What follows belongs to an exercise in optimizing a design on an open flow for small area, a short achievable clock period and few clock cycles; a production flow would make more cautious choices. Power and IR drop assume default switching activity.

==> flow/design.v <==
module rune512_codec #(
    parameter P = 64,    
    parameter S = 59     
) (
    input  wire        clk,
    input  wire        rst,
    input  wire        cmd_valid,
    output wire        cmd_ready,
    input  wire [2:0]  cmd_op,
    input  wire        cmd_pfx,
    input  wire        cmd_emptyok,
    input  wire        in_valid,
    output wire        in_ready,
    input  wire [11:0] in_data,
    output wire        out_valid,
    input  wire        out_ready,
    output wire [9:0]  out_data,
    output wire        done,
    output reg  [3:0]  err,
    output reg         shortsub,
    output wire [15:0] result,
    output wire [7:0]  consumed,
    output wire [7:0]  outlen
);
    localparam [2:0] ST_IDLE = 3'd0,
                     ST_BIN  = 3'd1,    
                     ST_TIN  = 3'd2,    
                     ST_OUT  = 3'd3,    
                     ST_FIN  = 3'd4;    
    reg [2:0]  state;
    reg        cmd_ready_r;
    reg        done_r;
    reg        op_enc, op_dec, pfx, emptyok;
    reg        in_ready_r;
    reg [5:0]  lag;           
    reg        iv;
    reg [11:0] id;
    reg [575:0] ring;
    reg [15:0] crc;           
    reg [15:0] spec;          
    reg [6:0]  cnt;           
    reg [6:0]  rem;           
    reg [2:0]  m3;            
    reg [3:0]  lo;            
    reg [7:0]  acc;           
    reg        over, p0;
    reg        tok_seen, pfx_bad, stopped, cap;
    reg [16:0] hdr;
    reg        ov, last_r;
    reg [9:0]  od;
    reg [6:0]  oln;
    reg [1:0]  ost;           
    reg [8:0]  rd;            
    reg [5:0]  tap;           
    assign cmd_ready = cmd_ready_r;
    assign in_ready  = in_ready_r;
    assign out_valid = ov;
    assign out_data  = od;
    assign done      = done_r;
    assign result    = crc;
    assign consumed  = {1'b0, cnt};
    assign outlen    = {1'b0, oln};
    wire cmd_fire = cmd_valid & cmd_ready_r;
    wire in_move  = in_valid & in_ready_r;
    wire in_end   = op_dec ? in_data[11] : in_data[8];
    wire legal    = (cmd_op == 3'd0) | (cmd_op == 3'd1) | (cmd_op == 3'd2);
    wire in_phase = (state == ST_BIN) | (state == ST_TIN);
    wire in_out   = (state == ST_OUT);
    wire        v1   = (cnt == 7'd1);
    wire [8:0]  cin  = op_dec ? (v1 ? {8'd0, id[0]} : id[8:0]) : {id[7:0], 1'b0};
    wire [15:0] ch [0:9];
    assign ch[0] = crc;
    genvar g;
    generate
        for (g = 0; g < 9; g = g + 1) begin : g_chain
            wire fb = ch[g][15] ^ cin[8-g];
            assign ch[g+1] = {ch[g][14:0], 1'b0} ^ (fb ? 16'h1021 : 16'h0000);
        end
    endgenerate
    wire        parity_d = hdr[16];
    reg  [15:0] spec_n;
    always @(*) begin
        case (m3)
        3'd0: spec_n = parity_d ? ch[1] : ch[9];
        3'd1: spec_n = ch[8];
        3'd2: spec_n = ch[7];
        3'd3: spec_n = ch[6];
        3'd4: spec_n = ch[5];
        3'd5: spec_n = ch[4];
        3'd6: spec_n = ch[3];
        default: spec_n = ch[2];
        endcase
    end
    wire [7:0]  ibyte = id[8] ? 8'd0 : id[7:0];
    wire [15:0] comb  = {acc, ibyte};
    reg  [8:0]  sym;
    always @(*) begin
        case (lo)
        4'd1: sym = comb[8:0];
        4'd2: sym = comb[9:1];
        4'd3: sym = comb[10:2];
        4'd4: sym = comb[11:3];
        4'd5: sym = comb[12:4];
        4'd6: sym = comb[13:5];
        4'd7: sym = comb[14:6];
        default: sym = comb[15:7];
        endcase
    end
    wire t_end   = id[11];
    wire t_sent  = id[10];
    wire t_valid = id[9];
    wire run_tok = iv & op_dec & ~t_end & ~(~tok_seen & pfx) &
                   ~(pfx_bad | stopped | cap) & t_valid & (cnt != S);
    wire       wr    = op_dec ? run_tok : iv;
    wire [8:0] wdata = op_dec ? id[8:0] : sym;
    wire [8:0] rtap  = ring[tap*9 +: 9];
    wire eval       = iv & (op_dec ? t_end : id[8]);
    wire enc_go     = op_enc & ~over;
    wire dec_crc_ok = (spec == hdr[15:0]);
    wire dec_ok     = tok_seen & ~pfx_bad & ~cap & (cnt > 7'd1) & dec_crc_ok;
    wire dec_adj    = (m3 == 3'd1) & parity_d;
    wire dec_m0     = (rem == 7'd0);
    wire [6:0] dec_m_m1 = rem - 7'd1 - {6'd0, dec_adj};
    wire go         = eval & (op_dec ? (dec_ok & ~dec_m0) : enc_go);
    wire rem_nz = (rem != 7'd0);
    wire ld     = (in_out ? rem_nz : go) & (~ov | out_ready);
    wire [16:0] c17 = {acc, rd};
    reg  [7:0]  dbyte;
    always @(*) begin
        case (lo)
        4'd0: dbyte = c17[8:1];
        4'd1: dbyte = c17[9:2];
        4'd2: dbyte = c17[10:3];
        4'd3: dbyte = c17[11:4];
        4'd4: dbyte = c17[12:5];
        4'd5: dbyte = c17[13:6];
        4'd6: dbyte = c17[14:7];
        4'd7: dbyte = c17[15:8];
        default: dbyte = c17[16:9];
        endcase
    end
    wire parity_e = (lo == 4'd1);
    reg  [9:0] enext;
    always @(*) begin
        case (ost)
        2'd0: enext = 10'h200;
        2'd1: enext = {1'b0, parity_e, crc[15:8]};
        2'd2: enext = {1'b0, crc[7:0], p0};
        default: enext = {1'b0, rd};
        endcase
    end
    wire [9:0] onext   = op_dec ? {2'b00, dbyte} : enext;
    wire       consume = ld & (op_dec ? (lo != 4'd8) : (ost == 2'd3));
    always @(posedge clk) begin
        id   <= in_data;
        ring <= {ring[566:0], (wr ? wdata : ring[575:567])};
        if (rst) begin
            state       <= ST_IDLE;
            cmd_ready_r <= 1'b1;
            done_r      <= 1'b0;
            in_ready_r  <= 1'b0;
            iv          <= 1'b0;
            ov          <= 1'b0;
        end else begin
            iv <= in_move;
            if (cmd_fire) begin
                in_ready_r <= legal;
                lag        <= 6'd0;
            end else if (in_move) begin
                in_ready_r <= ~in_end;
                lag        <= 6'd0;
            end else begin
                in_ready_r <= ~in_ready_r & in_phase & (lag == 6'd63);
                lag        <= lag + 6'd1;
            end
            if (ld) begin
                ov <= 1'b1;
                od <= onext;
            end else if (out_ready) begin
                ov <= 1'b0;
            end
            case (state)
            ST_IDLE: begin
                if (cmd_fire) begin
                    cmd_ready_r <= 1'b0;
                    op_enc   <= (cmd_op == 3'd0);
                    op_dec   <= (cmd_op == 3'd1);
                    pfx      <= cmd_pfx;
                    emptyok  <= cmd_emptyok;
                    err      <= legal ? 4'd0 : 4'd6;
                    shortsub <= 1'b0;
                    crc      <= 16'd0;
                    spec     <= 16'd0;
                    cnt      <= 7'd0;
                    over     <= 1'b0;
                    lo       <= 4'd0;
                    p0       <= 1'b0;
                    tok_seen <= 1'b0;
                    pfx_bad  <= 1'b0;
                    stopped  <= 1'b0;
                    cap      <= 1'b0;
                    rem      <= {6'd0, cmd_pfx} + 7'd1;
                    oln      <= 7'd0;
                    ost      <= cmd_pfx ? 2'd0 : 2'd1;
                    m3       <= (cmd_op == 3'd1) ? 3'd0 : 3'd2;
                    tap      <= (cmd_op == 3'd1) ? (6'd59 - {5'd0, cmd_pfx}) : 6'd60;
                    if (cmd_op == 3'd1)      state <= ST_TIN;
                    else if (legal)          state <= ST_BIN;
                    else begin
                        state  <= ST_FIN;
                        done_r <= 1'b1;
                    end
                end
            end
            ST_BIN: begin
                tap <= tap + 6'd1;
                if (iv) begin
                    if (id[8]) begin
                        cnt <= 7'd0;
                        if (cnt == 7'd1) rd <= sym;
                        if (over) begin
                            err    <= 4'd8;
                            state  <= ST_FIN;
                            done_r <= 1'b1;
                        end else if (!op_enc) begin
                            state  <= ST_FIN;
                            done_r <= 1'b1;
                        end else begin
                            state  <= ST_OUT;
                            rem    <= rem + {6'd0, lo != 4'd0};
                            last_r <= 1'b0;
                        end
                    end else if (cnt == P) begin
                        over <= 1'b1;
                        crc  <= 16'd0;
                    end else begin
                        cnt <= cnt + 7'd1;
                        crc <= ch[8];
                        acc <= id[7:0];
                        if (cnt == 7'd0) begin
                            lo <= 4'd7;
                            p0 <= id[7];
                        end else begin
                            if (cnt == 7'd1) rd <= sym;
                            if (lo == 4'd0) lo <= 4'd8;
                            else begin
                                lo  <= lo - 4'd1;
                                rem <= rem + 7'd1;
                            end
                        end
                    end
                end
            end
            ST_TIN: begin
                tap <= tap + 6'd1;
                if (iv) begin
                    if (t_end) begin
                        if (!tok_seen) begin
                            err   <= (~pfx & emptyok) ? 4'd0 : 4'd1;
                        end else if (pfx_bad) begin
                            err   <= 4'd2;
                        end else if (cap) begin
                            err   <= 4'd8;
                        end else if (cnt == 7'd0) begin
                            err      <= 4'd3;
                            shortsub <= 1'b1;
                        end else if (cnt == 7'd1) begin
                            err   <= 4'd3;
                        end else if (!dec_crc_ok) begin
                            err   <= 4'd5;
                        end
                        if (dec_ok) begin
                            crc <= hdr[15:0];
                            cnt <= cnt + {6'd0, pfx};
                        end else begin
                            crc <= 16'd0;
                            cnt <= 7'd0;
                        end
                        if (go) begin
                            state  <= ST_OUT;
                            rem    <= dec_m_m1;
                            last_r <= (dec_m_m1 == 7'd0);
                        end else begin
                            state  <= ST_FIN;
                            done_r <= 1'b1;
                        end
                    end else begin
                        tok_seen <= 1'b1;
                        if (!tok_seen && pfx) begin
                            pfx_bad <= ~t_sent;
                        end else if (pfx_bad || stopped || cap) begin
                        end else if (!t_valid) begin
                            stopped <= 1'b1;
                        end else if (cnt == S) begin
                            cap <= 1'b1;
                        end else begin
                            cnt <= cnt + 7'd1;
                            m3  <= m3 + 3'd1;
                            if (cnt == 7'd0) hdr[16:8] <= id[8:0];
                            if (cnt == 7'd1) begin
                                hdr[7:0] <= id[8:1];
                                acc      <= id[7:0];
                                lo       <= 4'd1;
                                rem      <= 7'd0;
                            end
                            if (cnt != 7'd0) begin
                                crc  <= ch[9];
                                spec <= spec_n;
                            end
                            if (cnt[6:1] != 6'd0)
                                rem <= rem + ((m3 == 3'd0) ? 7'd2 : 7'd1);
                            if (cnt == 7'd2) rd <= id[8:0];
                        end
                    end
                end
            end
            ST_OUT: begin
                if (ov && out_ready && last_r) begin
                    state  <= ST_FIN;
                    done_r <= 1'b1;
                end
            end
            ST_FIN: begin
                done_r      <= 1'b0;
                cmd_ready_r <= 1'b1;
                state       <= ST_IDLE;
            end
            default: state <= ST_IDLE;
            endcase
            if (in_out || go) begin
                if (in_out) tap <= tap + 6'd1;
                if (ld) begin
                    oln <= oln + 7'd1;
                    if (in_out) begin
                        rem    <= rem - 7'd1;
                        last_r <= (rem == 7'd1);
                    end
                    if (!op_dec && ost != 2'd3) ost <= ost + 2'd1;
                    if (op_dec) begin
                        if (lo == 4'd8) lo <= 4'd0;
                        else begin
                            acc <= rd[7:0];
                            lo  <= lo + 4'd1;
                        end
                    end
                end
                if (consume) begin
                    rd <= rtap;
                    if (!op_dec && m3 == 3'd7) begin
                        m3  <= 3'd0;
                        tap <= tap - 6'd1;     
                    end else begin
                        m3  <= m3 + 3'd1;
                        tap <= tap;            
                    end
                end
            end
        end
    end
endmodule
clock: 8.0 ns
lec_check: 0
cap_margin: 20
core_margin: 2
core_utilization: 40
place_density: 0.6
setup_slack_margin: 5
slew_margin: 20
run.sh (not shown) runs the stock make flow with config.mk's settings and CLKGATE_MAP_FILE= SYNTH_SCRIPT=/design/flow/synth_recipe.tcl, a recipe that flattens the netlist after the stock synthesis.
Rerun with:
--- a/flow/design.v
+++ b/flow/design.v
@@ -35,5 +35,7 @@
     reg [5:0]  lag;           
     reg        iv;
-    reg [11:0] id;
+    reg [11:9] id;            
+    reg        id_end;        
+    reg [8:0]  ida;           
     reg [575:0] ring;
     reg [15:0] crc;           
@@ -67,6 +69,5 @@
     wire in_phase = (state == ST_BIN) | (state == ST_TIN);
     wire in_out   = (state == ST_OUT);
-    wire        v1   = (cnt == 7'd1);
-    wire [8:0]  cin  = op_dec ? (v1 ? {8'd0, id[0]} : id[8:0]) : {id[7:0], 1'b0};
+    wire [8:0]  cin  = ida;
     wire [15:0] ch [0:9];
     assign ch[0] = crc;
@@ -92,5 +93,5 @@
         endcase
     end
-    wire [7:0]  ibyte = id[8] ? 8'd0 : id[7:0];
+    wire [7:0]  ibyte = id_end ? 8'd0 : ida[8:1];
     wire [15:0] comb  = {acc, ibyte};
     reg  [8:0]  sym;
@@ -113,7 +114,7 @@
                    ~(pfx_bad | stopped | cap) & t_valid & (cnt != S);
     wire       wr    = op_dec ? run_tok : iv;
-    wire [8:0] wdata = op_dec ? id[8:0] : sym;
+    wire [8:0] wdata = op_dec ? ida : sym;
     wire [8:0] rtap  = ring[tap*9 +: 9];
-    wire eval       = iv & (op_dec ? t_end : id[8]);
+    wire eval       = iv & (op_dec ? t_end : id_end);
     wire enc_go     = op_enc & ~over;
     wire dec_crc_ok = (spec == hdr[15:0]);
@@ -153,14 +154,9 @@
     wire       consume = ld & (op_dec ? (lo != 4'd8) : (ost == 2'd3));
     always @(posedge clk) begin
-        id   <= in_data;
+        id   <= in_data[11:9];
+        id_end <= in_data[8];
+        ida  <= op_dec ? in_data[8:0] : {in_data[7:0], 1'b0};
         ring <= {ring[566:0], (wr ? wdata : ring[575:567])};
-        if (rst) begin
-            state       <= ST_IDLE;
-            cmd_ready_r <= 1'b1;
-            done_r      <= 1'b0;
-            in_ready_r  <= 1'b0;
-            iv          <= 1'b0;
-            ov          <= 1'b0;
-        end else begin
+        begin
             iv <= in_move;
             if (cmd_fire) begin
@@ -216,5 +212,5 @@
                 tap <= tap + 6'd1;
                 if (iv) begin
-                    if (id[8]) begin
+                    if (id_end) begin
                         cnt <= 7'd0;
                         if (cnt == 7'd1) rd <= sym;
@@ -237,8 +233,8 @@
                         cnt <= cnt + 7'd1;
                         crc <= ch[8];
-                        acc <= id[7:0];
+                        acc <= ida[8:1];
                         if (cnt == 7'd0) begin
                             lo <= 4'd7;
-                            p0 <= id[7];
+                            p0 <= ida[8];
                         end else begin
                             if (cnt == 7'd1) rd <= sym;
@@ -297,18 +293,19 @@
                             cnt <= cnt + 7'd1;
                             m3  <= m3 + 3'd1;
-                            if (cnt == 7'd0) hdr[16:8] <= id[8:0];
+                            if (cnt == 7'd0) hdr[16:8] <= ida;
                             if (cnt == 7'd1) begin
-                                hdr[7:0] <= id[8:1];
-                                acc      <= id[7:0];
+                                hdr[7:0] <= ida[8:1];
+                                acc      <= ida[7:0];
                                 lo       <= 4'd1;
                                 rem      <= 7'd0;
+                                crc      <= ida[0] ? 16'h1021 : 16'h0000;
+                                spec     <= 16'd0;
                             end
-                            if (cnt != 7'd0) begin
+                            if (cnt[6:1] != 6'd0) begin
                                 crc  <= ch[9];
                                 spec <= spec_n;
+                                rem  <= rem + ((m3 == 3'd0) ? 7'd2 : 7'd1);
                             end
-                            if (cnt[6:1] != 6'd0)
-                                rem <= rem + ((m3 == 3'd0) ? 7'd2 : 7'd1);
-                            if (cnt == 7'd2) rd <= id[8:0];
+                            if (cnt == 7'd2) rd <= ida;
                         end
                     end
@@ -357,4 +354,12 @@
             end
         end
+        if (rst) begin
+            state       <= ST_IDLE;
+            cmd_ready_r <= 1'b1;
+            done_r      <= 1'b0;
+            in_ready_r  <= 1'b0;
+            iv          <= 1'b0;
+            ov          <= 1'b0;
+        end
     end
 endmodule
Total power goes up by 16%.
Worst hold slack got worse by 19 ps.
Synthesized cell count goes up by 9.3%.
Global-route usage goes up by 1.0 points.
Setup slack improved by 57 ps.
Clock skew goes up by 10 ps.
Via count goes up by 5.2%.
Wire length goes up by 2.7%.
Sequential cell count goes up by 1.
Function was not checked in any run of this note: the RTL went through the layout flow alone.

==> what the ideal ports hide <==
Ports are ideal in the flow. The routed layouts listed here were re-timed in OpenROAD. Step 1, drivers: a clkbuf_16 drives clk and a buf_2 each remaining input, both assumed. Step 2 also shifts input and output timing later by t, the mid clock arrival at the registers, as if the neighbouring blocks saw the same clock. a / b / c = no drivers / after step 1 / after step 2; a / b = the first two.
run	t, ns	setup slack, ns	worst register clock-pin slew, ns	pins driven straight from the clock port
the first run	0.667	4.939 / 4.935 / 4.393	0.07 / 0.07	1
the second run	0.681	4.996 / 4.951 / 4.412	0.07 / 0.07	1
After both steps setup and hold are still met in every run listed. The setup slack of the second run, which loses most, moves by -0.045 ns with the drivers and by -0.584 ns with both steps.
